Source: an optimization exercise on an open RTL-to-GDS flow (aim: small area and a short achievable clock period). Production flows keep margins and buffers that such runs may drop.
The RTL was checked by simulation tests, not by an equivalence proof against the original design.

## config.mk

```make
export PLATFORM = sky130hd
export DESIGN_NAME = rqp_cellq
export DESIGN_NICKNAME = rqp_cellq
export VERILOG_FILES = /design/flow/design.v
export SDC_FILE = /design/flow/constraint.sdc
export NUM_CORES = 4
export LEC_CHECK = 0
export ABC_AREA = 1
export CAP_MARGIN = 20
export CORE_MARGIN = 2
export CORE_UTILIZATION = 40
export CTS_BUF_LIST = sky130_fd_sc_hd__clkbuf_8
export CTS_CLUSTER_DIAMETER = 60
export CTS_CLUSTER_SIZE = 20
export SLEW_MARGIN = 20
```

## constraint.sdc

```tcl
create_clock -name core_clock -period 16.0 [get_ports {clk}]
set_input_delay 3.2000 -clock core_clock [delete_from_list [all_inputs] [get_ports {clk}]]
set_output_delay 3.2000 -clock core_clock [all_outputs]
set_load 0.01 [all_outputs]
```

## design.v

```verilog
module rqp_rq_lane (
    input  wire [7:0] s,
    input  wire [3:0] bits,    
    input  wire [7:0] cn,      
    output wire [7:0] r
);
    wire [2:0]  sh   = bits[2:0];
    wire [15:0] dbl  = {s, s} << sh;
    wire [7:0]  rot  = dbl[15:8];
    wire [7:0]  mask = ~(8'hFF << bits);
    wire [7:0]  hi   = rot & mask;
    wire [8:0]  sc   = {1'b0, s} + {1'b1, cn} + 9'd1;    
    wire [7:0]  u    = sc[7:0];
    wire        cgt  = sc[8];      
    wire [8:0]  cmp  = {1'b0, rot} + {1'b0, ~u} + {8'd0, cgt};
    wire        ge   = cmp[8];
    wire        neg  = !cgt && !ge;
    wire        big  =  cgt &&  ge;
    wire [7:0]  ones, zeros;
    assign ones[0]  = 1'b1;
    assign zeros[0] = 1'b1;
    genvar i;
    generate
        for (i = 1; i < 8; i = i + 1) begin : pre
            assign ones[i]  = ones[i-1] & hi[i-1];
            assign zeros[i] = zeros[i-1] & !hi[i-1];
        end
    endgenerate
    assign r = hi ^ (({8{big}} & ones) | ({8{neg}} & zeros));
endmodule
module rqp_sprng (
    input  wire        clk,
    input  wire        rst,
    input  wire        load,       
    input  wire [7:0]  seed,
    input  wire        step,       
    output wire [63:0] draws       
);
    reg  [7:0] ps;
    wire [7:0] adv;                
    assign draws[0] = ps[0];
    assign draws[1] = ps[1];
    assign draws[2] = ps[2];
    assign draws[3] = ps[3];
    assign draws[4] = ps[4];
    assign draws[5] = ps[5];
    assign draws[6] = ps[6];
    assign draws[7] = ps[7];
    assign draws[8] = ps[0] ^ ps[5];
    assign draws[9] = ps[1] ^ ps[6];
    assign draws[10] = ps[0] ^ ps[2] ^ ps[7];
    assign draws[11] = ps[0] ^ ps[3] ^ ps[5];
    assign draws[12] = ps[1] ^ ps[4] ^ ps[6];
    assign draws[13] = ps[0] ^ ps[2] ^ ps[5] ^ ps[7];
    assign draws[14] = ps[3] ^ ps[6];
    assign draws[15] = ps[0] ^ ps[4] ^ ps[7];
    assign draws[16] = ps[2] ^ ps[7];
    assign draws[17] = ps[1] ^ ps[3];
    assign draws[18] = ps[0] ^ ps[2] ^ ps[4] ^ ps[5];
    assign draws[19] = ps[0] ^ ps[2] ^ ps[3] ^ ps[5] ^ ps[7];
    assign draws[20] = ps[3] ^ ps[4] ^ ps[6];
    assign draws[21] = ps[4] ^ ps[7];
    assign draws[22] = ps[0] ^ ps[5] ^ ps[6];
    assign draws[23] = ps[1] ^ ps[5] ^ ps[6] ^ ps[7];
    assign draws[24] = ps[2] ^ ps[4];
    assign draws[25] = ps[0] ^ ps[1] ^ ps[3] ^ ps[5] ^ ps[6];
    assign draws[26] = ps[0] ^ ps[1] ^ ps[4] ^ ps[6];
    assign draws[27] = ps[0] ^ ps[3] ^ ps[4] ^ ps[5] ^ ps[7];
    assign draws[28] = ps[0] ^ ps[1] ^ ps[4] ^ ps[5];
    assign draws[29] = ps[0] ^ ps[1] ^ ps[6] ^ ps[7];
    assign draws[30] = ps[2] ^ ps[3] ^ ps[6] ^ ps[7];
    assign draws[31] = ps[1] ^ ps[2] ^ ps[3] ^ ps[4] ^ ps[5];
    assign draws[32] = ps[0] ^ ps[1] ^ ps[2] ^ ps[4] ^ ps[6] ^ ps[7];
    assign draws[33] = ps[0] ^ ps[1] ^ ps[2] ^ ps[5] ^ ps[7];
    assign draws[34] = ps[0] ^ ps[3] ^ ps[4] ^ ps[5] ^ ps[6];
    assign draws[35] = ps[1] ^ ps[2] ^ ps[3] ^ ps[5] ^ ps[6];
    assign draws[36] = ps[2] ^ ps[4] ^ ps[7];
    assign draws[37] = ps[1] ^ ps[3] ^ ps[4] ^ ps[5] ^ ps[7];
    assign draws[38] = ps[0] ^ ps[2] ^ ps[4] ^ ps[5] ^ ps[6];
    assign draws[39] = ps[0] ^ ps[3] ^ ps[4];
    assign draws[40] = ps[0] ^ ps[2] ^ ps[3] ^ ps[5] ^ ps[6];
    assign draws[41] = ps[1] ^ ps[4] ^ ps[6] ^ ps[7];
    assign draws[42] = ps[0] ^ ps[1] ^ ps[2] ^ ps[4] ^ ps[5] ^ ps[7];
    assign draws[43] = ps[0] ^ ps[1];
    assign draws[44] = ps[1] ^ ps[2] ^ ps[6];
    assign draws[45] = ps[0] ^ ps[2] ^ ps[3];
    assign draws[46] = ps[0] ^ ps[1] ^ ps[3] ^ ps[4];
    assign draws[47] = ps[1] ^ ps[3] ^ ps[4] ^ ps[6];
    assign draws[48] = ps[5] ^ ps[6];
    assign draws[49] = ps[0] ^ ps[3] ^ ps[6] ^ ps[7];
    assign draws[50] = ps[7];
    assign draws[51] = ps[0] ^ ps[1] ^ ps[5] ^ ps[6];
    assign draws[52] = ps[0] ^ ps[1] ^ ps[2] ^ ps[3] ^ ps[7];
    assign draws[53] = ps[0] ^ ps[2] ^ ps[3] ^ ps[7];
    assign draws[54] = ps[3] ^ ps[4];
    assign draws[55] = ps[0] ^ ps[4] ^ ps[5] ^ ps[6];
    assign draws[56] = ps[0] ^ ps[2] ^ ps[3] ^ ps[5] ^ ps[6] ^ ps[7];
    assign draws[57] = ps[0] ^ ps[4] ^ ps[6] ^ ps[7];
    assign draws[58] = ps[0] ^ ps[4] ^ ps[7];
    assign draws[59] = ps[1] ^ ps[2] ^ ps[3] ^ ps[7];
    assign draws[60] = ps[1] ^ ps[2] ^ ps[3] ^ ps[4] ^ ps[6];
    assign draws[61] = ps[2] ^ ps[3] ^ ps[4];
    assign draws[62] = ps[0] ^ ps[1] ^ ps[3] ^ ps[4] ^ ps[5] ^ ps[6];
    assign draws[63] = ps[1] ^ ps[2] ^ ps[3] ^ ps[4] ^ ps[7];
    assign adv[0] = ps[0] ^ ps[4] ^ ps[5] ^ ps[6] ^ ps[7];
    assign adv[1] = ps[1] ^ ps[3] ^ ps[5] ^ ps[7];
    assign adv[2] = ps[1] ^ ps[5] ^ ps[6] ^ ps[7];
    assign adv[3] = ps[0] ^ ps[1] ^ ps[2] ^ ps[3] ^ ps[4] ^ ps[5] ^ ps[6];
    assign adv[4] = ps[2] ^ ps[4] ^ ps[5] ^ ps[6] ^ ps[7];
    assign adv[5] = ps[1] ^ ps[2] ^ ps[3] ^ ps[4] ^ ps[5] ^ ps[6] ^ ps[7];
    assign adv[6] = ps[0] ^ ps[2] ^ ps[4] ^ ps[5] ^ ps[6] ^ ps[7];
    assign adv[7] = ps[0] ^ ps[2] ^ ps[3] ^ ps[5];
    always @(posedge clk) begin
        if (rst)
            ps <= 8'd128;
        else if (load)
            ps <= seed;
        else if (step)
            ps <= adv;
    end
endmodule
module rqp_cellq (
    input  wire         clk,
    input  wire         rst,         
    input  wire         seed_load,   
    input  wire [7:0]   seed,        
    input  wire         in_valid,
    input  wire [63:0]  in_cell,     
    input  wire [3:0]   in_bits,     
    input  wire         in_prob,     
    input  wire [31:0]  in_mult,
    output reg          out_valid,
    output reg  [63:0]  out_cell,    
    output reg  [127:0] out_r1u      
);
    wire        draw = in_valid && in_prob && !in_bits[3];    
    wire [63:0] draws;
    rqp_sprng u_prng (
        .clk   (clk),
        .rst   (rst),
        .load  (seed_load),
        .seed  (seed),
        .step  (draw),
        .draws (draws)
    );
    reg         r_valid;
    reg [63:0]  r_cell;
    reg [63:0]  r_cn;        
    reg [3:0]   r_bits;
    reg [31:0]  r_mult;
    always @(posedge clk) begin
        if (rst)
            r_valid <= 1'b0;
        else
            r_valid <= in_valid;
        r_cell <= in_cell;
        r_bits <= in_bits;
        r_mult <= in_mult;
    end
    genvar g;
    generate
        for (g = 0; g < 8; g = g + 1) begin : rc
            wire [7:0] c = in_prob ? draws[8*g +: 8] : 8'd128;
            always @(posedge clk)
                r_cn[8*g +: 8] <= ~c;
        end
    endgenerate
    wire [63:0] q;
    generate
        for (g = 0; g < 8; g = g + 1) begin : lane
            rqp_rq_lane u_lane (
                .s    (r_cell[8*g +: 8]),
                .bits (r_bits),
                .cn   (r_cn[8*g +: 8]),
                .r    (q[8*g +: 8])
            );
        end
    endgenerate
    wire [31:0] mult3;
    rqp_add #(.W(32)) u_m3 (.a(r_mult), .b({r_mult[30:0], 1'b0}), .ci(1'b0), .s(mult3), .co());
    reg         m_valid;
    reg [63:0]  m_q;
    reg [35:0]  m_cs;
    reg [31:0]  m_mult;
    reg [31:0]  m_mult3;
    always @(posedge clk) begin
        if (rst)
            m_valid <= 1'b0;
        else
            m_valid <= r_valid;
        m_q     <= q;
        m_mult  <= r_mult;
        m_mult3 <= mult3;
    end
    generate
        for (g = 0; g < 4; g = g + 1) begin : pair
            always @(posedge clk)
                m_cs[9*g +: 9] <= {1'b0, q[16*g +: 8]} + {1'b0, q[16*g+8 +: 8]};
        end
    endgenerate
    wire [127:0] r1u;
    generate
        for (g = 0; g < 4; g = g + 1) begin : term
            rqp_r1u_term u_term (
                .cs (m_cs[9*g +: 9]),
                .m1 (m_mult),
                .m3 (m_mult3),
                .y  (r1u[32*g +: 32])
            );
        end
    endgenerate
    always @(posedge clk) begin
        if (rst)
            out_valid <= 1'b0;
        else
            out_valid <= m_valid;
        out_cell <= m_q;
        out_r1u  <= r1u;
    end
endmodule
module rqp_add #(parameter W = 32, parameter KIND = 0) (
    input  wire [W-1:0] a,
    input  wire [W-1:0] b,
    input  wire         ci,
    output wire [W-1:0] s,
    output wire         co
);
    localparam L = (W <= 2) ? 1 : (W <= 4) ? 2 : (W <= 8) ? 3 : (W <= 16) ? 4 : (W <= 32) ? 5 : 6;
    wire [W-1:0] p0 = a ^ b;
    wire [W-1:0] g0 = a & b;
    wire [W-1:0] gg [0:2*L];
    wire [W-1:0] pp [0:2*L];
    wire [W-1:0] cg;               
    assign gg[0] = {g0[W-1:1], g0[0] | (p0[0] & ci)};
    assign pp[0] = p0;
    genvar k, i;
    generate
        if (KIND == 0) begin : bk
            for (k = 0; k < L; k = k + 1) begin : up
                for (i = 0; i < W; i = i + 1) begin : b
                    if (((i + 1) % (2 << k)) == 0) begin : c
                        assign gg[k+1][i] = gg[k][i] | (pp[k][i] & gg[k][i - (1 << k)]);
                        assign pp[k+1][i] = pp[k][i] & pp[k][i - (1 << k)];
                    end else begin : n
                        assign gg[k+1][i] = gg[k][i];
                        assign pp[k+1][i] = pp[k][i];
                    end
                end
            end
            for (k = L - 2; k >= 0; k = k - 1) begin : dn
                for (i = 0; i < W; i = i + 1) begin : b
                    if (((i + 1) % (2 << k)) == (1 << k) && i >= (2 << k)) begin : c
                        assign gg[2*L-1-k][i] = gg[2*L-2-k][i] | (pp[2*L-2-k][i] & gg[2*L-2-k][i - (1 << k)]);
                        assign pp[2*L-1-k][i] = pp[2*L-2-k][i] & pp[2*L-2-k][i - (1 << k)];
                    end else begin : n
                        assign gg[2*L-1-k][i] = gg[2*L-2-k][i];
                        assign pp[2*L-1-k][i] = pp[2*L-2-k][i];
                    end
                end
            end
            assign cg = gg[2*L-1];
        end else begin : sk
            for (k = 0; k < L; k = k + 1) begin : lv
                for (i = 0; i < W; i = i + 1) begin : b
                    if ((i >> k) & 1) begin : c
                        assign gg[k+1][i] = gg[k][i] | (pp[k][i] & gg[k][((i >> k) << k) - 1]);
                        assign pp[k+1][i] = pp[k][i] & pp[k][((i >> k) << k) - 1];
                    end else begin : n
                        assign gg[k+1][i] = gg[k][i];
                        assign pp[k+1][i] = pp[k][i];
                    end
                end
            end
            assign cg = gg[L];
        end
    endgenerate
    assign s  = p0 ^ {cg[W-2:0], ci};
    assign co = cg[W-1];
endmodule
module rqp_r1u_term (
    input  wire [8:0]  cs,
    input  wire [31:0] m1,
    input  wire [31:0] m3,
    output wire [31:0] y
);
    wire [3:0] s1, s2, s3;     
    genvar j;
    generate
        for (j = 0; j < 4; j = j + 1) begin : dg
            assign s1[j] = (cs[2*j +: 2] == 2'd1);
            assign s2[j] = (cs[2*j +: 2] == 2'd2);
            assign s3[j] = (cs[2*j +: 2] == 2'd3);
        end
    endgenerate
    wire p1 = (s1[0] & m1[0]) | (s3[0] & m3[0]);
    wire p2 = (s1[0] & m1[1]) | (s2[0] & m1[0]) | (s3[0] & m3[1]);
    wire p3 = (s1[0] & m1[2]) | (s2[0] & m1[1]) | (s3[0] & m3[2]);
    wire p4 = (s1[0] & m1[3]) | (s2[0] & m1[2]) | (s3[0] & m3[3]);
    wire p5 = (s1[0] & m1[4]) | (s2[0] & m1[3]) | (s3[0] & m3[4]);
    wire p6 = (s1[0] & m1[5]) | (s2[0] & m1[4]) | (s3[0] & m3[5]);
    wire p7 = (s1[0] & m1[6]) | (s2[0] & m1[5]) | (s3[0] & m3[6]);
    wire p8 = (s1[0] & m1[7]) | (s2[0] & m1[6]) | (s3[0] & m3[7]);
    wire p9 = (s1[0] & m1[8]) | (s2[0] & m1[7]) | (s3[0] & m3[8]);
    wire p10 = (s1[0] & m1[9]) | (s2[0] & m1[8]) | (s3[0] & m3[9]);
    wire p11 = (s1[0] & m1[10]) | (s2[0] & m1[9]) | (s3[0] & m3[10]);
    wire p12 = (s1[0] & m1[11]) | (s2[0] & m1[10]) | (s3[0] & m3[11]);
    wire p13 = (s1[0] & m1[12]) | (s2[0] & m1[11]) | (s3[0] & m3[12]);
    wire p14 = (s1[0] & m1[13]) | (s2[0] & m1[12]) | (s3[0] & m3[13]);
    wire p15 = (s1[0] & m1[14]) | (s2[0] & m1[13]) | (s3[0] & m3[14]);
    wire p16 = (s1[0] & m1[15]) | (s2[0] & m1[14]) | (s3[0] & m3[15]);
    wire p17 = (s1[0] & m1[16]) | (s2[0] & m1[15]) | (s3[0] & m3[16]);
    wire p18 = (s1[0] & m1[17]) | (s2[0] & m1[16]) | (s3[0] & m3[17]);
    wire p19 = (s1[0] & m1[18]) | (s2[0] & m1[17]) | (s3[0] & m3[18]);
    wire p20 = (s1[0] & m1[19]) | (s2[0] & m1[18]) | (s3[0] & m3[19]);
    wire p21 = (s1[0] & m1[20]) | (s2[0] & m1[19]) | (s3[0] & m3[20]);
    wire p22 = (s1[0] & m1[21]) | (s2[0] & m1[20]) | (s3[0] & m3[21]);
    wire p23 = (s1[0] & m1[22]) | (s2[0] & m1[21]) | (s3[0] & m3[22]);
    wire p24 = (s1[0] & m1[23]) | (s2[0] & m1[22]) | (s3[0] & m3[23]);
    wire p25 = (s1[0] & m1[24]) | (s2[0] & m1[23]) | (s3[0] & m3[24]);
    wire p26 = (s1[0] & m1[25]) | (s2[0] & m1[24]) | (s3[0] & m3[25]);
    wire p27 = (s1[0] & m1[26]) | (s2[0] & m1[25]) | (s3[0] & m3[26]);
    wire p28 = (s1[0] & m1[27]) | (s2[0] & m1[26]) | (s3[0] & m3[27]);
    wire p29 = (s1[0] & m1[28]) | (s2[0] & m1[27]) | (s3[0] & m3[28]);
    wire p30 = (s1[0] & m1[29]) | (s2[0] & m1[28]) | (s3[0] & m3[29]);
    wire p31 = (s1[0] & m1[30]) | (s2[0] & m1[29]) | (s3[0] & m3[30]);
    wire p32 = (s1[0] & m1[31]) | (s2[0] & m1[30]) | (s3[0] & m3[31]);
    wire p33 = (s1[1] & m1[0]) | (s3[1] & m3[0]);
    wire p34 = (s1[1] & m1[1]) | (s2[1] & m1[0]) | (s3[1] & m3[1]);
    wire p35 = (s1[1] & m1[2]) | (s2[1] & m1[1]) | (s3[1] & m3[2]);
    wire p36 = (s1[1] & m1[3]) | (s2[1] & m1[2]) | (s3[1] & m3[3]);
    wire p37 = (s1[1] & m1[4]) | (s2[1] & m1[3]) | (s3[1] & m3[4]);
    wire p38 = (s1[1] & m1[5]) | (s2[1] & m1[4]) | (s3[1] & m3[5]);
    wire p39 = (s1[1] & m1[6]) | (s2[1] & m1[5]) | (s3[1] & m3[6]);
    wire p40 = (s1[1] & m1[7]) | (s2[1] & m1[6]) | (s3[1] & m3[7]);
    wire p41 = (s1[1] & m1[8]) | (s2[1] & m1[7]) | (s3[1] & m3[8]);
    wire p42 = (s1[1] & m1[9]) | (s2[1] & m1[8]) | (s3[1] & m3[9]);
    wire p43 = (s1[1] & m1[10]) | (s2[1] & m1[9]) | (s3[1] & m3[10]);
    wire p44 = (s1[1] & m1[11]) | (s2[1] & m1[10]) | (s3[1] & m3[11]);
    wire p45 = (s1[1] & m1[12]) | (s2[1] & m1[11]) | (s3[1] & m3[12]);
    wire p46 = (s1[1] & m1[13]) | (s2[1] & m1[12]) | (s3[1] & m3[13]);
    wire p47 = (s1[1] & m1[14]) | (s2[1] & m1[13]) | (s3[1] & m3[14]);
    wire p48 = (s1[1] & m1[15]) | (s2[1] & m1[14]) | (s3[1] & m3[15]);
    wire p49 = (s1[1] & m1[16]) | (s2[1] & m1[15]) | (s3[1] & m3[16]);
    wire p50 = (s1[1] & m1[17]) | (s2[1] & m1[16]) | (s3[1] & m3[17]);
    wire p51 = (s1[1] & m1[18]) | (s2[1] & m1[17]) | (s3[1] & m3[18]);
    wire p52 = (s1[1] & m1[19]) | (s2[1] & m1[18]) | (s3[1] & m3[19]);
    wire p53 = (s1[1] & m1[20]) | (s2[1] & m1[19]) | (s3[1] & m3[20]);
    wire p54 = (s1[1] & m1[21]) | (s2[1] & m1[20]) | (s3[1] & m3[21]);
    wire p55 = (s1[1] & m1[22]) | (s2[1] & m1[21]) | (s3[1] & m3[22]);
    wire p56 = (s1[1] & m1[23]) | (s2[1] & m1[22]) | (s3[1] & m3[23]);
    wire p57 = (s1[1] & m1[24]) | (s2[1] & m1[23]) | (s3[1] & m3[24]);
    wire p58 = (s1[1] & m1[25]) | (s2[1] & m1[24]) | (s3[1] & m3[25]);
    wire p59 = (s1[1] & m1[26]) | (s2[1] & m1[25]) | (s3[1] & m3[26]);
    wire p60 = (s1[1] & m1[27]) | (s2[1] & m1[26]) | (s3[1] & m3[27]);
    wire p61 = (s1[1] & m1[28]) | (s2[1] & m1[27]) | (s3[1] & m3[28]);
    wire p62 = (s1[1] & m1[29]) | (s2[1] & m1[28]) | (s3[1] & m3[29]);
    wire p63 = (s1[2] & m1[0]) | (s3[2] & m3[0]);
    wire p64 = (s1[2] & m1[1]) | (s2[2] & m1[0]) | (s3[2] & m3[1]);
    wire p65 = (s1[2] & m1[2]) | (s2[2] & m1[1]) | (s3[2] & m3[2]);
    wire p66 = (s1[2] & m1[3]) | (s2[2] & m1[2]) | (s3[2] & m3[3]);
    wire p67 = (s1[2] & m1[4]) | (s2[2] & m1[3]) | (s3[2] & m3[4]);
    wire p68 = (s1[2] & m1[5]) | (s2[2] & m1[4]) | (s3[2] & m3[5]);
    wire p69 = (s1[2] & m1[6]) | (s2[2] & m1[5]) | (s3[2] & m3[6]);
    wire p70 = (s1[2] & m1[7]) | (s2[2] & m1[6]) | (s3[2] & m3[7]);
    wire p71 = (s1[2] & m1[8]) | (s2[2] & m1[7]) | (s3[2] & m3[8]);
    wire p72 = (s1[2] & m1[9]) | (s2[2] & m1[8]) | (s3[2] & m3[9]);
    wire p73 = (s1[2] & m1[10]) | (s2[2] & m1[9]) | (s3[2] & m3[10]);
    wire p74 = (s1[2] & m1[11]) | (s2[2] & m1[10]) | (s3[2] & m3[11]);
    wire p75 = (s1[2] & m1[12]) | (s2[2] & m1[11]) | (s3[2] & m3[12]);
    wire p76 = (s1[2] & m1[13]) | (s2[2] & m1[12]) | (s3[2] & m3[13]);
    wire p77 = (s1[2] & m1[14]) | (s2[2] & m1[13]) | (s3[2] & m3[14]);
    wire p78 = (s1[2] & m1[15]) | (s2[2] & m1[14]) | (s3[2] & m3[15]);
    wire p79 = (s1[2] & m1[16]) | (s2[2] & m1[15]) | (s3[2] & m3[16]);
    wire p80 = (s1[2] & m1[17]) | (s2[2] & m1[16]) | (s3[2] & m3[17]);
    wire p81 = (s1[2] & m1[18]) | (s2[2] & m1[17]) | (s3[2] & m3[18]);
    wire p82 = (s1[2] & m1[19]) | (s2[2] & m1[18]) | (s3[2] & m3[19]);
    wire p83 = (s1[2] & m1[20]) | (s2[2] & m1[19]) | (s3[2] & m3[20]);
    wire p84 = (s1[2] & m1[21]) | (s2[2] & m1[20]) | (s3[2] & m3[21]);
    wire p85 = (s1[2] & m1[22]) | (s2[2] & m1[21]) | (s3[2] & m3[22]);
    wire p86 = (s1[2] & m1[23]) | (s2[2] & m1[22]) | (s3[2] & m3[23]);
    wire p87 = (s1[2] & m1[24]) | (s2[2] & m1[23]) | (s3[2] & m3[24]);
    wire p88 = (s1[2] & m1[25]) | (s2[2] & m1[24]) | (s3[2] & m3[25]);
    wire p89 = (s1[2] & m1[26]) | (s2[2] & m1[25]) | (s3[2] & m3[26]);
    wire p90 = (s1[2] & m1[27]) | (s2[2] & m1[26]) | (s3[2] & m3[27]);
    wire p91 = (s1[3] & m1[0]) | (s3[3] & m3[0]);
    wire p92 = (s1[3] & m1[1]) | (s2[3] & m1[0]) | (s3[3] & m3[1]);
    wire p93 = (s1[3] & m1[2]) | (s2[3] & m1[1]) | (s3[3] & m3[2]);
    wire p94 = (s1[3] & m1[3]) | (s2[3] & m1[2]) | (s3[3] & m3[3]);
    wire p95 = (s1[3] & m1[4]) | (s2[3] & m1[3]) | (s3[3] & m3[4]);
    wire p96 = (s1[3] & m1[5]) | (s2[3] & m1[4]) | (s3[3] & m3[5]);
    wire p97 = (s1[3] & m1[6]) | (s2[3] & m1[5]) | (s3[3] & m3[6]);
    wire p98 = (s1[3] & m1[7]) | (s2[3] & m1[6]) | (s3[3] & m3[7]);
    wire p99 = (s1[3] & m1[8]) | (s2[3] & m1[7]) | (s3[3] & m3[8]);
    wire p100 = (s1[3] & m1[9]) | (s2[3] & m1[8]) | (s3[3] & m3[9]);
    wire p101 = (s1[3] & m1[10]) | (s2[3] & m1[9]) | (s3[3] & m3[10]);
    wire p102 = (s1[3] & m1[11]) | (s2[3] & m1[10]) | (s3[3] & m3[11]);
    wire p103 = (s1[3] & m1[12]) | (s2[3] & m1[11]) | (s3[3] & m3[12]);
    wire p104 = (s1[3] & m1[13]) | (s2[3] & m1[12]) | (s3[3] & m3[13]);
    wire p105 = (s1[3] & m1[14]) | (s2[3] & m1[13]) | (s3[3] & m3[14]);
    wire p106 = (s1[3] & m1[15]) | (s2[3] & m1[14]) | (s3[3] & m3[15]);
    wire p107 = (s1[3] & m1[16]) | (s2[3] & m1[15]) | (s3[3] & m3[16]);
    wire p108 = (s1[3] & m1[17]) | (s2[3] & m1[16]) | (s3[3] & m3[17]);
    wire p109 = (s1[3] & m1[18]) | (s2[3] & m1[17]) | (s3[3] & m3[18]);
    wire p110 = (s1[3] & m1[19]) | (s2[3] & m1[18]) | (s3[3] & m3[19]);
    wire p111 = (s1[3] & m1[20]) | (s2[3] & m1[19]) | (s3[3] & m3[20]);
    wire p112 = (s1[3] & m1[21]) | (s2[3] & m1[20]) | (s3[3] & m3[21]);
    wire p113 = (s1[3] & m1[22]) | (s2[3] & m1[21]) | (s3[3] & m3[22]);
    wire p114 = (s1[3] & m1[23]) | (s2[3] & m1[22]) | (s3[3] & m3[23]);
    wire p115 = (s1[3] & m1[24]) | (s2[3] & m1[23]) | (s3[3] & m3[24]);
    wire p116 = (s1[3] & m1[25]) | (s2[3] & m1[24]) | (s3[3] & m3[25]);
    wire p117 = cs[8] & m1[0];
    wire p118 = cs[8] & m1[1];
    wire p119 = cs[8] & m1[2];
    wire p120 = cs[8] & m1[3];
    wire p121 = cs[8] & m1[4];
    wire p122 = cs[8] & m1[5];
    wire p123 = cs[8] & m1[6];
    wire p124 = cs[8] & m1[7];
    wire p125 = cs[8] & m1[8];
    wire p126 = cs[8] & m1[9];
    wire p127 = cs[8] & m1[10];
    wire p128 = cs[8] & m1[11];
    wire p129 = cs[8] & m1[12];
    wire p130 = cs[8] & m1[13];
    wire p131 = cs[8] & m1[14];
    wire p132 = cs[8] & m1[15];
    wire p133 = cs[8] & m1[16];
    wire p134 = cs[8] & m1[17];
    wire p135 = cs[8] & m1[18];
    wire p136 = cs[8] & m1[19];
    wire p137 = cs[8] & m1[20];
    wire p138 = cs[8] & m1[21];
    wire p139 = cs[8] & m1[22];
    wire p140 = cs[8] & m1[23];
    wire s141 = p9 ^ p39;
    wire c142 = p9 & p39;
    wire s143 = p10 ^ p40 ^ p68;
    wire c144 = (p10 & p40) | (p10 & p68) | (p40 & p68);
    wire s145 = p11 ^ p41 ^ p69;
    wire c146 = (p11 & p41) | (p11 & p69) | (p41 & p69);
    wire s147 = p12 ^ p42 ^ p70;
    wire c148 = (p12 & p42) | (p12 & p70) | (p42 & p70);
    wire s149 = p13 ^ p43 ^ p71;
    wire c150 = (p13 & p43) | (p13 & p71) | (p43 & p71);
    wire s151 = p14 ^ p44 ^ p72;
    wire c152 = (p14 & p44) | (p14 & p72) | (p44 & p72);
    wire s153 = p15 ^ p45 ^ p73;
    wire c154 = (p15 & p45) | (p15 & p73) | (p45 & p73);
    wire s155 = p16 ^ p46 ^ p74;
    wire c156 = (p16 & p46) | (p16 & p74) | (p46 & p74);
    wire s157 = p17 ^ p47 ^ p75;
    wire c158 = (p17 & p47) | (p17 & p75) | (p47 & p75);
    wire s159 = p18 ^ p48 ^ p76;
    wire c160 = (p18 & p48) | (p18 & p76) | (p48 & p76);
    wire s161 = p19 ^ p49 ^ p77;
    wire c162 = (p19 & p49) | (p19 & p77) | (p49 & p77);
    wire s163 = p20 ^ p50 ^ p78;
    wire c164 = (p20 & p50) | (p20 & p78) | (p50 & p78);
    wire s165 = p21 ^ p51 ^ p79;
    wire c166 = (p21 & p51) | (p21 & p79) | (p51 & p79);
    wire s167 = p22 ^ p52 ^ p80;
    wire c168 = (p22 & p52) | (p22 & p80) | (p52 & p80);
    wire s169 = p23 ^ p53 ^ p81;
    wire c170 = (p23 & p53) | (p23 & p81) | (p53 & p81);
    wire s171 = p24 ^ p54 ^ p82;
    wire c172 = (p24 & p54) | (p24 & p82) | (p54 & p82);
    wire s173 = p25 ^ p55 ^ p83;
    wire c174 = (p25 & p55) | (p25 & p83) | (p55 & p83);
    wire s175 = p26 ^ p56 ^ p84;
    wire c176 = (p26 & p56) | (p26 & p84) | (p56 & p84);
    wire s177 = p27 ^ p57 ^ p85;
    wire c178 = (p27 & p57) | (p27 & p85) | (p57 & p85);
    wire s179 = p28 ^ p58 ^ p86;
    wire c180 = (p28 & p58) | (p28 & p86) | (p58 & p86);
    wire s181 = p29 ^ p59 ^ p87;
    wire c182 = (p29 & p59) | (p29 & p87) | (p59 & p87);
    wire s183 = p30 ^ p60 ^ p88;
    wire c184 = (p30 & p60) | (p30 & p88) | (p60 & p88);
    wire s185 = p31 ^ p61 ^ p89;
    wire c186 = (p31 & p61) | (p31 & p89) | (p61 & p89);
    wire s187 = p32 ^ p62 ^ p90;
    wire c188 = (p32 & p62) | (p32 & p90) | (p62 & p90);
    wire s189 = p7 ^ p37;
    wire c190 = p7 & p37;
    wire s191 = p8 ^ p38 ^ p66;
    wire c192 = (p8 & p38) | (p8 & p66) | (p38 & p66);
    wire s193 = s141 ^ p67 ^ p93;
    wire c194 = (s141 & p67) | (s141 & p93) | (p67 & p93);
    wire s195 = s143 ^ p94 ^ p118;
    wire c196 = (s143 & p94) | (s143 & p118) | (p94 & p118);
    wire s197 = s145 ^ p95 ^ p119;
    wire c198 = (s145 & p95) | (s145 & p119) | (p95 & p119);
    wire s199 = s147 ^ p96 ^ p120;
    wire c200 = (s147 & p96) | (s147 & p120) | (p96 & p120);
    wire s201 = s149 ^ p97 ^ p121;
    wire c202 = (s149 & p97) | (s149 & p121) | (p97 & p121);
    wire s203 = s151 ^ p98 ^ p122;
    wire c204 = (s151 & p98) | (s151 & p122) | (p98 & p122);
    wire s205 = s153 ^ p99 ^ p123;
    wire c206 = (s153 & p99) | (s153 & p123) | (p99 & p123);
    wire s207 = s155 ^ p100 ^ p124;
    wire c208 = (s155 & p100) | (s155 & p124) | (p100 & p124);
    wire s209 = s157 ^ p101 ^ p125;
    wire c210 = (s157 & p101) | (s157 & p125) | (p101 & p125);
    wire s211 = s159 ^ p102 ^ p126;
    wire c212 = (s159 & p102) | (s159 & p126) | (p102 & p126);
    wire s213 = s161 ^ p103 ^ p127;
    wire c214 = (s161 & p103) | (s161 & p127) | (p103 & p127);
    wire s215 = s163 ^ p104 ^ p128;
    wire c216 = (s163 & p104) | (s163 & p128) | (p104 & p128);
    wire s217 = s165 ^ p105 ^ p129;
    wire c218 = (s165 & p105) | (s165 & p129) | (p105 & p129);
    wire s219 = s167 ^ p106 ^ p130;
    wire c220 = (s167 & p106) | (s167 & p130) | (p106 & p130);
    wire s221 = s169 ^ p107 ^ p131;
    wire c222 = (s169 & p107) | (s169 & p131) | (p107 & p131);
    wire s223 = s171 ^ p108 ^ p132;
    wire c224 = (s171 & p108) | (s171 & p132) | (p108 & p132);
    wire s225 = s173 ^ p109 ^ p133;
    wire c226 = (s173 & p109) | (s173 & p133) | (p109 & p133);
    wire s227 = s175 ^ p110 ^ p134;
    wire c228 = (s175 & p110) | (s175 & p134) | (p110 & p134);
    wire s229 = s177 ^ p111 ^ p135;
    wire c230 = (s177 & p111) | (s177 & p135) | (p111 & p135);
    wire s231 = s179 ^ p112 ^ p136;
    wire c232 = (s179 & p112) | (s179 & p136) | (p112 & p136);
    wire s233 = s181 ^ p113 ^ p137;
    wire c234 = (s181 & p113) | (s181 & p137) | (p113 & p137);
    wire s235 = s183 ^ p114 ^ p138;
    wire c236 = (s183 & p114) | (s183 & p138) | (p114 & p138);
    wire s237 = s185 ^ p115 ^ p139;
    wire c238 = (s185 & p115) | (s185 & p139) | (p115 & p139);
    wire s239 = s187 ^ p116 ^ p140;
    wire c240 = (s187 & p116) | (s187 & p140) | (p116 & p140);
    wire s241 = p5 ^ p35;
    wire c242 = p5 & p35;
    wire s243 = p6 ^ p36 ^ p64;
    wire c244 = (p6 & p36) | (p6 & p64) | (p36 & p64);
    wire s245 = s189 ^ p65 ^ p91;
    wire c246 = (s189 & p65) | (s189 & p91) | (p65 & p91);
    wire s247 = s191 ^ p92 ^ c190;
    wire c248 = (s191 & p92) | (s191 & c190) | (p92 & c190);
    wire s249 = s193 ^ p117 ^ c192;
    wire c250 = (s193 & p117) | (s193 & c192) | (p117 & c192);
    wire s251 = s195 ^ c142 ^ c194;
    wire c252 = (s195 & c142) | (s195 & c194) | (c142 & c194);
    wire s253 = s197 ^ c144 ^ c196;
    wire c254 = (s197 & c144) | (s197 & c196) | (c144 & c196);
    wire s255 = s199 ^ c146 ^ c198;
    wire c256 = (s199 & c146) | (s199 & c198) | (c146 & c198);
    wire s257 = s201 ^ c148 ^ c200;
    wire c258 = (s201 & c148) | (s201 & c200) | (c148 & c200);
    wire s259 = s203 ^ c150 ^ c202;
    wire c260 = (s203 & c150) | (s203 & c202) | (c150 & c202);
    wire s261 = s205 ^ c152 ^ c204;
    wire c262 = (s205 & c152) | (s205 & c204) | (c152 & c204);
    wire s263 = s207 ^ c154 ^ c206;
    wire c264 = (s207 & c154) | (s207 & c206) | (c154 & c206);
    wire s265 = s209 ^ c156 ^ c208;
    wire c266 = (s209 & c156) | (s209 & c208) | (c156 & c208);
    wire s267 = s211 ^ c158 ^ c210;
    wire c268 = (s211 & c158) | (s211 & c210) | (c158 & c210);
    wire s269 = s213 ^ c160 ^ c212;
    wire c270 = (s213 & c160) | (s213 & c212) | (c160 & c212);
    wire s271 = s215 ^ c162 ^ c214;
    wire c272 = (s215 & c162) | (s215 & c214) | (c162 & c214);
    wire s273 = s217 ^ c164 ^ c216;
    wire c274 = (s217 & c164) | (s217 & c216) | (c164 & c216);
    wire s275 = s219 ^ c166 ^ c218;
    wire c276 = (s219 & c166) | (s219 & c218) | (c166 & c218);
    wire s277 = s221 ^ c168 ^ c220;
    wire c278 = (s221 & c168) | (s221 & c220) | (c168 & c220);
    wire s279 = s223 ^ c170 ^ c222;
    wire c280 = (s223 & c170) | (s223 & c222) | (c170 & c222);
    wire s281 = s225 ^ c172 ^ c224;
    wire c282 = (s225 & c172) | (s225 & c224) | (c172 & c224);
    wire s283 = s227 ^ c174 ^ c226;
    wire c284 = (s227 & c174) | (s227 & c226) | (c174 & c226);
    wire s285 = s229 ^ c176 ^ c228;
    wire c286 = (s229 & c176) | (s229 & c228) | (c176 & c228);
    wire s287 = s231 ^ c178 ^ c230;
    wire c288 = (s231 & c178) | (s231 & c230) | (c178 & c230);
    wire s289 = s233 ^ c180 ^ c232;
    wire c290 = (s233 & c180) | (s233 & c232) | (c180 & c232);
    wire s291 = s235 ^ c182 ^ c234;
    wire c292 = (s235 & c182) | (s235 & c234) | (c182 & c234);
    wire s293 = s237 ^ c184 ^ c236;
    wire c294 = (s237 & c184) | (s237 & c236) | (c184 & c236);
    wire s295 = s239 ^ c186 ^ c238;
    wire c296 = (s239 & c186) | (s239 & c238) | (c186 & c238);
    wire [31:0] ra = {s295, s293, s291, s289, s287, s285, s283, s281, s279, s277, s275, s273, s271, s269, s267, s265, s263, s261, s259, s257, s255, s253, s251, s249, s247, s245, s243, s241, p4, p3, p2, p1};
    wire [31:0] rb = {c294, c292, c290, c288, c286, c284, c282, c280, c278, c276, c274, c272, c270, c268, c266, c264, c262, c260, c258, c256, c254, c252, c250, c248, c246, c244, c242, p63, p34, p33, 1'b0, 1'b0};
    wire [31:0] yn;
    rqp_add #(.W(32), .KIND(1)) u_cpa (.a(~ra), .b(~rb), .ci(1'b1), .s(yn), .co());
    assign y = ~yn;
endmodule
```

## flow/run.sh

```bash
#!/bin/bash
# Layout flow: the standard ORFS flow (standard.sh), with timing repair
# aiming below the clock period and buf_2 cells as the port buffers.
# make's full output goes to flow_make.log in the work folder.
set -euo pipefail
export SETUP_SLACK_MARGIN=11.4
export BUFFER_PORTS_ARGS="-buffer_cell sky130_fd_sc_hd__buf_2"
bash standard.sh > flow_make.log 2>&1
```

## standard.sh

```bash
#!/bin/bash
# synth_recipe.tcl (not shown) runs the flow's synth.tcl, then flattens the netlist and writes it again
# the make line also repeats each setting of config.mk as NAME=value (left out here)
make -C /OpenROAD-flow-scripts/flow DESIGN_CONFIG=/design/flow/config.mk WORK_HOME=/design/flow/orfs CLKGATE_MAP_FILE= SYNTH_SCRIPT=/design/flow/synth_recipe.tcl "${@:-finish}"
```

==> results by group, run 1 <==
Run status
  • Run status: finished clean

Worst setup path
  • Critical path, cell by cell: inv_2 > or2_4 > buf_12 > o22ai_1 > a21oi_4 > fa_1 > fa_1 > inv_1 > fa_1 > inv_1 > ha_1 > a21oi_1 > o21ai_0 > a21o_1 > nand2_1 > nand2_4 > fa_1 > xnor2_1
  • Delay-heaviest family, CP: adder cells
  • Most used cell along the critical path: fa_1
  • CP Data Required Time: between 15 and 20 ns
  • Crit path kind: reg -> reg
  • CP max FO: 12
  • R2R Path Start: m_cs[0]$_DFF_P_
  • Reg2reg setup slack: 11.44 ns
  • CP max stage delay: ~0.55 ns
  • RR Endpoint: out_r1u[17]$_DFF_P_
  • Worst reg2reg path depth: 18
  • CP max-delay cell: fa_1
  • Critical path depth in cells: 18
  • Worst path bufs/invs: 4
  • Critical Path Sink Type: flip-flop
  • Worst EP arrival: 5.19 ns
  • Startpoint types: flip-flop

Synthesis
  • Yosys top cell by area: dfxtp_1
  • Mux cell area share after synthesis: 0.0237%
  • Number of synthesized flops with an enable pin: 0
  • Syn_nets: a little over 6000
  • Ys flop type: dfxtp_1
  • Sequential share of the synthesized area: 25.1%
  • Seq cells post-synth: 530
  • Compound-cell area share of the yosys netlist: 16.4%
  • Yosys warnings: 4
  • Mean post-synth cell area: 7.82 um^2
  • Post-Synth Simple-Gate Area: 17.5%
  • Synthesized-area fraction occupied by adder cells: between 20% and 30%
  • Top area cells in the synthesized netlist: dfxtp_1 (25%), fa_1 (16%), nand2_1 (11%)
  • Synthesized area: 42200 um^2
  • Asr flop ratio synth: 0%
  • Yosys cell types: 47
  • Largest family of logic cells by synthesized area: adder cells
  • XOR/XNOR share of the synthesized area: between 5 and 6%
  • Area share of the largest cell type after synthesis: 25.1%
  • Cell count after synthesis: 5398

Floorplanning
  • Row cnt: 119
  • DIE WIDTH: 329 um
  • IO Count: 306
  • Initial core utilization: 40.2%
  • Core outline area: 105000 um^2
  • Height of the die: about 330 um
  • Die Area: 108000 um^2

Timing
  • Worst Skew: ~0.068 ns
  • Unrepaired setup endpoints after global routing: true
  • FMAX: 219 MHz
  • Number of setup violations in the final report: 0
  • Slew Viols, Final: 0
  • Slew HR: a little over a quarter
  • Minimum clock period: 4.56 ns
  • Final hold vios: 0
  • Slew @ Worst Pin: 1.09 ns
  • Period Utilization, post-route: 28.5%
  • Final setup TNS: 0 ns
  • Final Worst Setup Slack: 11.44 ns

Global routing
  • Initial antenna violation count: 8
  • Global-route wire length before repair: 232000 um
  • Vias in the first global route: 38800
  • Total congestion overflow: 0
  • Pin count of the biggest net entering global routing: 66
  • Gr usage total: 27.8%

Drt
  • Routed wire length per instance: approximately 22 um
  • Drt total wl: 158000 um
  • 1st-iter DRT viols: slightly below 5000
  • Initial DRT Pass Iterations: 10
  • Number of remaining DRC errors: 0
  • Vias per std cell: 5.67
  • Total number of vias: between 40000 and 50000
  • Detail Route Antenna Nets: 0

Cells and area
  • Post-Layout Cell Count: roughly 7200
  • Layout filler cell count: 10200
  • Area Overhead vs Synth: 20.4%
  • Share of cells above drive strength 1: 21.3%
  • Design area: just over 50000 um^2
  • Commonest non-fill, non-tap cells in the layout: nand2_1 (1159), inv_1 (683), dfxtp_1 (448), a21oi_1 (337), fa_1 (315)
  • Final Net Count: 6568
  • Commonest non-fill, non-tap cell in the layout: nand2_1

Clock network
  • Clk Latency, worst-skew pair: slightly below 0.8 ns
  • Clock sink total: 530
  • H-tree levels: 2
  • CTS Buf Count: 59
  • Clock Tree Buf Depth: 3
  • TritonCTS clock tree: built
  • Clock transition at path regs: 0.11 ns
  • Root buf cell: clkbuf_8

Worst hold path
  • Hold WC Path Type: reg -> reg
  • Hold EP: out_cell[19]$_DFF_P_
  • Min-delay src: m_q[19]$_DFF_P_
  • Hold Path Depth: 0

Placed design
  • Buffers on Ports: approximately 300
  • HPWL Detailed: ~110000 um
  • Placed insts: 6874
  • Global placement routability congestion: approximately 0.96
  • Place WS: slightly above 10 ns
  • Area after DPL: 44800 um^2

Run
  • Max-cap violations: 0
-- cell usage after synthesis, drive strengths merged (18+ instances only) --
| library cell | count |
|---|---|
| clkbuf | 225 |
| o221ai | 237 |
| xor2 | 178 |
| inv | 756 |
| o21ai | 179 |
| nand2 | 1219 |
| a21o | 20 |
| buf | 66 |
| nand4 | 30 |
| nor2 | 173 |
| fa | 327 |
| o22ai | 206 |
| ha | 341 |
| a21oi | 398 |
| dfxtp | 530 |
| xnor2 | 84 |
| or2 | 29 |
| nor3 | 18 |
| nand3 | 288 |
-- final cells by class --
class                   instances  area (um^2)  share of cell area (%)
repair buffers                612         4570                    8.98
multi-input cells            3805        29000                    57.0
well taps                    1391         1740                    3.42
clock inverters                48          706                    1.39
flip-flops and latches        530        10800                    21.2
inverters                     773         3150                    6.21
clock buffers                  61          840                    1.65
repair inverters                6         45.0                  0.0886
diodes                          1         2.50                 0.00492
-- per-layer routing --
metal  up-vias  track usage, %  wire length, um
met3       685            7.31            18700
met1     19000            37.4            63900
met5         -               0               27
met4         4            13.1             9680
met2      2646            41.4            66100
li1      18600               -                -
-- stage by stage --
stage               util (%)  hold WS [ns]
floorplan                  -         0.310
global placement        42.7         0.311
detailed placement      42.7         0.312
CTS                     45.7         0.324
global route            48.4         0.325
finish                  48.4         0.323
-- kinds of logic after synthesis --
logic type,after synthesis
simple gates,1767
compound gates,1106
buf+inv,1064
fa+ha+maj,668
flops,530
xor+xnor,262
mux,1
-- registers in the layout, indices dropped and copies added, names as in the netlist, 4 cells and up --
signal	flops
m_mult3	32
r_mult	32
m_q	64
out_r1u	128
r_cell	64
r_bits	4
out_cell	64
m_mult	31
u_prng.ps	8
m_cs	36
r_cn	64
-- worst max path at each step --
stage               slack, ns          startpoint                   to
floorplan               11.55     m_cs[9]$_DFF_P_  out_r1u[57]$_DFF_P_
finish                  11.44     m_cs[0]$_DFF_P_  out_r1u[17]$_DFF_P_
detailed placement      10.18   m_mult[8]$_DFF_P_  out_r1u[89]$_DFF_P_
global placement        10.24   m_mult[8]$_DFF_P_  out_r1u[89]$_DFF_P_
CTS                     11.38    m_cs[20]$_DFF_P_  out_r1u[89]$_DFF_P_
global route            11.20  r_cell[42]$_DFF_P_     m_cs[25]$_DFF_P_
-- worst register-to-register path, cell delays in order (launching register included) --
cell     delay (ns)
dfxtp_4        0.40
inv_2          0.05
or2_4          0.28
buf_12         0.16
o22ai_1        0.26
a21oi_4        0.07
fa_1           0.52
fa_1           0.55
inv_1          0.06
fa_1           0.52
inv_1          0.04
ha_1           0.33
a21oi_1        0.15
o21ai_0        0.09
a21o_1         0.20
nand2_1        0.11
nand2_4        0.10
fa_1           0.40
xnor2_1        0.14
-- timing repair --
item | CTS | global route
pin swaps | 16 | 125
gates cloned | 7 | 14
setup endpoints to repair | 138 | 88
setup buffers | 112 | 110
hold buffers | 0 | 0
resized for setup | 251 | 414
==> inputs of run 2 (changes only) <==
--- a/config.mk
+++ b/config.mk
@@ -9,7 +9,8 @@
 export CAP_MARGIN = 20
 export CORE_MARGIN = 2
-export CORE_UTILIZATION = 40
+export CORE_UTILIZATION = 55
 export CTS_BUF_LIST = sky130_fd_sc_hd__clkbuf_8
 export CTS_CLUSTER_DIAMETER = 60
 export CTS_CLUSTER_SIZE = 20
+export PLACE_DENSITY = 0.7
 export SLEW_MARGIN = 20
==> run 2 against run 1 <==
Setup slack lost 0.028 ns. Die area shrank 27%. Final area shrank 1.8%. Core utilization grew 17 points. Flip-flop and latch count is the same. Fmax shrank 0.62%. Critical path depth shrank 17. Highest routed layer is now met4.
==> results by group, run 2 <==
Run status
  • Run status: finished clean

Global routing
  • Vias in the first global route: 38600 (-0.54%)
  • Initial antenna violation count: 2 (-6)
  • Pin count of the biggest net entering global routing: 73 (+11%)
  • Gr usage total: 36.1% (+8.3 points)
  • Total congestion overflow: 0 (unchanged)
  • Global-route wire length before repair: 220000 um (-5.2%)

Worst setup path
  • CP max stage delay: 0.48 ns (-0.07 ns)
  • CP Data Required Time: 12.80 ns (-3.84 ns)
  • Delay-heaviest family, CP: flip-flops
  • Crit path kind: reg -> out
  • RR Endpoint: out_r1u[49]$_DFF_P_
  • Startpoint types: flip-flop
  • Critical path, cell by cell: buf_2
  • R2R Path Start: m_mult3[12]$_DFF_P_
  • Reg2reg setup slack: 11.46 ns (+0.02 ns)
  • Worst reg2reg path depth: 16 (-2)
  • CP max FO: 1 (-11)
  • Worst EP arrival: 1.39 ns (-3.80 ns)
  • Worst path bufs/invs: 1 (-3)
  • Critical Path Sink Type: primary output
  • CP max-delay cell: dfxtp_1

Synthesis
  • Sequential share of the synthesized area: 25.1% (unchanged)
  • Synthesized area: 42200 um^2 (unchanged)
  • Number of synthesized flops with an enable pin: 0 (unchanged)
  • Seq cells post-synth: 530 (unchanged)
  • Yosys cell types: 47 (unchanged)
  • Yosys warnings: 4 (unchanged)
  • Mean post-synth cell area: 7.82 um^2 (unchanged)
  • Top area cells in the synthesized netlist: dfxtp_1 (25%), fa_1 (16%), nand2_1 (11%)
  • Count leader, synth: nand2_1
  • Post-synth top cells: nand2_1 (1186), inv_1 (734), dfxtp_1 (530)
  • Yosys top cell by area: dfxtp_1
  • Cell count after synthesis: 5398 (unchanged)
  • Asr flop ratio synth: 0% (unchanged)
  • Area share of the largest cell type after synthesis: 25.1% (unchanged)
  • Syn_nets: 6179 (unchanged)
  • Ys flop type: dfxtp_1

Drt
  • Routed wire length per instance: 21.9 um (about the same)
  • Drt total wl: 150000 um (-5.0%)
  • Vias per std cell: 5.98 (+5.6%)
  • 1st-iter DRT viols: 5173 (+6.2%)
  • Total number of vias: 41000 (+0.21%)
  • Detail Route Antenna Nets: 0 (unchanged)
  • Initial DRT Pass Iterations: 8 (-2)
  • Number of remaining DRC errors: 0 (unchanged)

Clock network
  • Clock sink total: 530 (unchanged)
  • Clock transition at path regs: 0.12 ns (about the same)
  • Root buf cell: clkbuf_8
  • H-tree levels: 2 (unchanged)
  • TritonCTS clock tree: built
  • Clock Tree Buf Depth: 3 (unchanged)
  • Clk Latency, worst-skew pair: 0.73 ns (-0.06 ns)
  • CTS Buf Count: 49 (-17%)

Cells and area
  • Seq. cell area: 10700 um^2 (-0.49%)
  • Area Overhead vs Synth: 18.3%
  • Share of cells above drive strength 1: 20.6% (-0.78 points)
  • Final Net Count: 6576 (+0.12%)
  • Commonest non-fill, non-tap cell in the layout: nand2_1
  • Core Util, Final: 65.7% (+17 points)
  • Largest register FFs: 128 (unchanged)
  • Post-Layout Cell Count: 6859 (-5.1%)
  • Design area: 49900 um^2 (-1.8%)
  • Register name with the most flops: out_r1u
  • Multi-input logic area: 29000 um^2 (about the same)
  • Layout filler cell count: 6487 (-37%)
  • Commonest non-fill, non-tap cells in the layout: nand2_1 (1160), inv_1 (681), dfxtp_1 (480), a21oi_1 (337), fa_1 (321)

Placed design
  • HPWL Detailed: 105000 um (-4.8%)
  • Area after DPL: 44300 um^2 (-0.99%)
  • Placed insts: 6514 (-5.2%)
  • Buffers on Ports: 305 (unchanged)
  • Global placement routability congestion: 0.988 (+2.6%)
  • Place WS: 10.22 ns (+0.0399 ns)

Run
  • Max-cap violations: 0 (unchanged)

Timing
  • Slew HR: 29.2% (+2.3 points)
  • Final hold vios: 0 (unchanged)
  • Slew @ Worst Pin: 1.06 ns (-0.0323 ns)
  • Unrepaired setup endpoints after global routing: true
  • Worst Skew: 0.0666 ns (-0.00145 ns)
  • Minimum hold slack: 0.322 ns (-0.00152 ns)
  • Period Utilization, post-route: 28.7% (+0.18 points)
  • Final Worst Setup Slack: 11.41 ns (-0.0285 ns)
  • Number of setup violations in the final report: 0 (unchanged)
  • Minimum clock period: 4.59 ns (+0.0285 ns)
  • FMAX: 218 MHz (-0.62%)
  • Slew Viols, Final: 0 (unchanged)
  • Final setup TNS: 0 ns (unchanged)

Floorplanning
  • Die Area: 79000 um^2 (-27%)
  • Core outline area: 75900 um^2 (-28%)
  • Initial core utilization: 55.6% (+15 points)
  • Row cnt: 101 (-15%)
  • DIE WIDTH: 281 um (-15%)
  • Height of the die: 281 um (-15%)
  • IO Count: 306 (unchanged)

Worst hold path
  • Min-delay src: m_q[35]$_DFF_P_
  • Hold EP: out_cell[35]$_DFF_P_
  • Hold Path Depth: 0 (unchanged)
  • Hold WC Path Type: reg -> reg
-- run 2: cell counts after synthesis --
Identical to the previous run, type by type.
-- run 2: worst max path at each step --
stage | cells past startpoint | slack (ns) | to | startpoint
after floorplan | 21 | 11.55 | out_r1u[57]$_DFF_P_ | m_cs[9]$_DFF_P_
after global placement | 16 | 10.42 | out_r1u[89]$_DFF_P_ | m_mult[8]$_DFF_P_
after detailed placement | 16 | 10.22 | out_r1u[93]$_DFF_P_ | m_mult[8]$_DFF_P_
after CTS | 16 | 11.39 | out_r1u[89]$_DFF_P_ | m_mult3[20]$_DFF_P_
after global routing | 19 | 11.29 | out_r1u[89]$_DFF_P_ | m_cs[18]$_DFF_P_
final | 1 | 11.41 | out_r1u[34] | out_r1u[34]$_DFF_P_
-- run 2: layout make-up --
cell class / count / area share [%]
repair inverters: 6 / 0.0902
multi-input cells: 3804 / 58.0
repair buffers: 631 / 9.22
diodes: 1 / 0.00501
flip-flops and latches: 530 / 21.5
clock buffers: 53 / 1.46
well taps: 1030 / 2.58
clock inverters: 31 / 0.842
inverters: 773 / 6.26
-- run 2: cells by family after synthesis --
| family | after synthesis | share of synthesized area, % |
|---|---|---|
| simple gates | 1767 | 17.5 |
| xor+xnor | 262 | 5.44 |
| fa+ha+maj | 668 | 25.6 |
| flops | 530 | 25.1 |
| compound gates | 1106 | 16.4 |
| buf+inv | 1064 | 9.80 |
| mux | 1 | 0.0237 |
-- run 2: repair_timing --
| item | CTS | global route |
|---|---|---|
| buffers inserted | 108 | 134 |
| hold buffers | 0 | 0 |
| endpoints found under the setup margin | 117 | 89 |
| pin swaps | 14 | 119 |
| resized for setup | 190 | 421 |
| gates cloned | 8 | 10 |
-- run 2: metal layers --
metal	track usage [%]	routed length (um)
met1	45.3	55500
met2	57.4	67100
met3	8.12	17500
met4	20.0	10400
met5	0	0
==> inputs of run 3 (changes only) <==
--- a/config.mk
+++ b/config.mk
@@ -10,7 +10,7 @@
 export CORE_MARGIN = 2
 export CORE_UTILIZATION = 55
-export CTS_BUF_LIST = sky130_fd_sc_hd__clkbuf_8
-export CTS_CLUSTER_DIAMETER = 60
-export CTS_CLUSTER_SIZE = 20
+export CTS_BUF_LIST = sky130_fd_sc_hd__clkbuf_16
+export CTS_CLUSTER_DIAMETER = 100
+export CTS_CLUSTER_SIZE = 30
 export PLACE_DENSITY = 0.7
 export SLEW_MARGIN = 20
==> run 3 against run 2 <==
Still clean on timing, DRC and antenna. Core utilization shrank 0.42 points. Sequential share of layout area grew 0.14 points. Synthesized area did not move. Register-to-register slack lost 0.11 ns. Die area unchanged.
==> results by group, run 3 <==
Run status
  • Run status: finished clean

Global routing
  • Pin count of the biggest net entering global routing: 73 (unchanged)
  • Total congestion overflow: 0 (unchanged)
  • Vias in the first global route: 38300 (-0.74%)
  • Initial antenna violation count: 2 (unchanged)
  • Gr usage total: 35.8% (-0.24 points)
  • Global-route wire length before repair: 219000 um (-0.39%)

Cells and area
  • Register name with the most flops: out_r1u
  • Largest register FFs: 128 (unchanged)
  • Layout filler cell count: 6526 (+0.60%)
  • Commonest non-fill, non-tap cells in the layout: nand2_1 (1162), inv_1 (685), dfxtp_1 (479), a21oi_1 (335), fa_1 (321)
  • Commonest non-fill, non-tap cell in the layout: nand2_1
  • Multi-input logic area: 28900 um^2 (-0.18%)
  • Final Net Count: 6537 (-0.59%)
  • Share of cells above drive strength 1: 19.7% (-0.87 points)
  • Post-Layout Cell Count: 6801 (-0.85%)
  • Core Util, Final: 65.3% (-0.42 points)
  • Design area: 49600 um^2 (-0.63%)
  • Diode count: 0 (-1)
  • Area Overhead vs Synth: 17.5%
  • Seq. cell area: 10700 um^2 (about the same)

Synthesis
  • Synthesized area: 42200 um^2 (unchanged)
  • Syn_nets: 6179 (unchanged)
  • Ys flop type: dfxtp_1
  • Cell count after synthesis: 5398 (unchanged)
  • Sequential share of the synthesized area: 25.1% (unchanged)
  • Number of synthesized flops with an enable pin: 0 (unchanged)
  • Top area cells in the synthesized netlist: dfxtp_1 (25%), fa_1 (16%), nand2_1 (11%)
  • Count leader, synth: nand2_1
  • Asr flop ratio synth: 0% (unchanged)
  • Yosys warnings: 4 (unchanged)
  • Seq cells post-synth: 530 (unchanged)
  • Area share of the largest cell type after synthesis: 25.1% (unchanged)
  • Yosys cell types: 47 (unchanged)
  • Yosys top cell by area: dfxtp_1
  • Mean post-synth cell area: 7.82 um^2 (unchanged)
  • Post-synth top cells: nand2_1 (1186), inv_1 (734), dfxtp_1 (530)

Placed design
  • Place WS: 10.22 ns (unchanged)
  • HPWL Detailed: 105000 um (unchanged)
  • Buffers on Ports: 305 (unchanged)
  • Global placement routability congestion: 0.988 (unchanged)
  • Area after DPL: 44300 um^2 (unchanged)
  • Placed insts: 6514 (unchanged)

Floorplanning
  • Die Area: 79000 um^2 (unchanged)
  • Core outline area: 75900 um^2 (unchanged)
  • Initial core utilization: 55.6% (unchanged)
  • DIE WIDTH: 281 um (unchanged)
  • Height of the die: 281 um (unchanged)
  • Row cnt: 101 (unchanged)
  • IO Count: 306 (unchanged)

Clock network
  • H-tree levels: 1 (-1)
  • CTS Buf Count: 28 (-43%)
  • Clock Tree Buf Depth: 3 (unchanged)
  • TritonCTS clock tree: built
  • Root buf cell: clkbuf_16
  • Clk Latency, worst-skew pair: 0.68 ns (-0.05 ns)
  • Clock transition at path regs: 0.12 ns (about the same)
  • Clock sink total: 530 (unchanged)

Drt
  • Detail Route Antenna Nets: 0 (unchanged)
  • Number of remaining DRC errors: 0 (unchanged)
  • Total number of vias: 41000 (-0.015%)
  • Drt total wl: 151000 um (+0.49%)
  • Vias per std cell: 6.03 (+0.84%)
  • 1st-iter DRT viols: 5131 (-0.81%)
  • Initial DRT Pass Iterations: 10 (+2)
  • Routed wire length per instance: 22.2 um (+1.3%)

Timing
  • Final setup TNS: 0 ns (unchanged)
  • Period Utilization, post-route: 29.1% (+0.40 points)
  • Worst Skew: 0.0447 ns (-0.0220 ns)
  • Slew @ Worst Pin: 1.06 ns (-0.00293 ns)
  • Number of setup violations in the final report: 0 (unchanged)
  • FMAX: 215 MHz (-1.4%)
  • Slew Viols, Final: 0 (unchanged)
  • Slew HR: 29.4% (+0.20 points)
  • Final Worst Setup Slack: 11.35 ns (-0.0639 ns)
  • Final hold vios: 0 (unchanged)
  • Unrepaired setup endpoints after global routing: true
  • Minimum clock period: 4.65 ns (+0.0639 ns)
  • Minimum hold slack: 0.322 ns (-0.00000200 ns)

Worst setup path
  • Delay-heaviest family, CP: adder cells
  • CP Data Required Time: 16.56 ns (+3.76 ns)
  • Worst path bufs/invs: 4 (+3)
  • CP max FO: 10 (+9)
  • Worst reg2reg path depth: 19 (+3)
  • Crit path kind: reg -> reg
  • Worst EP arrival: 5.21 ns (+3.82 ns)
  • Critical path depth in cells: 19 (+18)
  • CP max-delay cell: fa_1
  • CP max stage delay: 0.52 ns (+0.04 ns)
  • Critical path, cell by cell: inv_1 > nor2_4 > buf_4 > buf_2 > a21oi_1 > fa_1 > fa_1 > fa_1 > ha_1 > a21oi_2 > o21ai_0 > a21oi_2 > o21ai_1 > a21oi_2 > buf_4 > nor2_1 > nor2_1 > nand2_1 > xor2_1
  • Startpoint types: flip-flop
  • Critical Path Sink Type: flip-flop

Run
  • Max-cap violations: 0 (unchanged)

Worst hold path
  • Hold Path Depth: 0 (unchanged)
  • Hold WC Path Type: reg -> reg
## run 3: cell counts after synthesis
No cell type changed its count.
## run 3: final timing paths
path | start | to | slack, ns
setup / recovery | m_cs[4]$_DFF_P_ | out_r1u[26]$_DFF_P_ | 11.35
setup reg to reg | m_cs[4]$_DFF_P_ | out_r1u[26]$_DFF_P_ | 11.35
hold / removal | m_q[1]$_DFF_P_ | out_cell[1]$_DFF_P_ | 0.32
hold reg to reg | m_q[1]$_DFF_P_ | out_cell[1]$_DFF_P_ | 0.32
## run 3: cell families (layout without fill, tap and decap cells)
family / after synthesis / count (layout) / synth area share (%)
AOI/OAI and AO/OA: 1106 / 1106 / 16.4
buffers and inverters: 1064 / 1436 / 9.80
adders and majority gates: 668 / 668 / 25.6
xor gates and xnor gates: 262 / 262 / 5.44
muxes: 1 / 1 / 0.0237
DFF: 530 / 530 / 25.1
and+or+nand+nor: 1767 / 1768 / 17.5
## run 3: area by class of cell
type                            instances  share of cell area (%)
Multi-Input combinational cell       3805                    58.3
Clock buffer                           28                    1.41
Tap cell                             1030                    2.60
Timing Repair Buffer                  610                    9.03
Timing Repair inverter                  8                   0.121
Inverter                              773                    6.30
Sequential cell                       530                    21.6
Clock inverter                         17                   0.593
## run 3: what timing repair did
item | CTS | global route
hold endpoints to repair | 0 | 0
cloned | 8 | 14
hold buffers | 0 | 0
setup endpoints to repair | 117 | 89
gates resized for setup | 181 | 419
pin swaps | 12 | 104
buffers inserted | 96 | 124
## run 3: worst register-to-register path, delay by kind of cell (launching register included)
kind            cells  cell delay, ns
compound gates      6            1.11
fa+ha+maj           4            1.74
xor+xnor            1            0.14
buf+inv             4            0.85
flops               1            0.37
simple gates        4            0.32
## run 3: per-layer routing
metal  share of wire, %  GRT usage [%]  vias to the layer above
met5              0.030              0                        -
met4                6.8           18.3                        6
met3                 12           7.86                      730
met2                 44           57.5                     2844
met1                 37           45.4                    18900
li1                   -              -                    18500

## static timing again, ports no longer ideal
How much do the figures lean on ideal ports? The routed layouts below were timed once more, with nothing changed but the port constraints.
Step 1: set_driving_cell puts a clkbuf_16 on clk and a buf_2 on each other input, an assumption about the parent block.
Step 2 also shifts input and output timing later by t, the mid clock arrival at the registers, as if the neighbouring blocks saw the same clock.
Three values: ideal ports, drivers, drivers and shift; two values: the first two.
run | t, ns | setup WS [ns] | pins driven straight from the clock port
run 1 | 0.825 | 11.442 / 11.400 / 10.967 | 1
run 2 | 0.764 | 11.414 / 11.346 / 11.037 | 1
run 3 | 0.726 | 11.350 / 11.350 / 10.976 | 1
After both steps setup and hold are still met in every run listed. The setup slack of run 1, which loses most, moves by -0.042 ns with the drivers and by -0.475 ns with both steps.
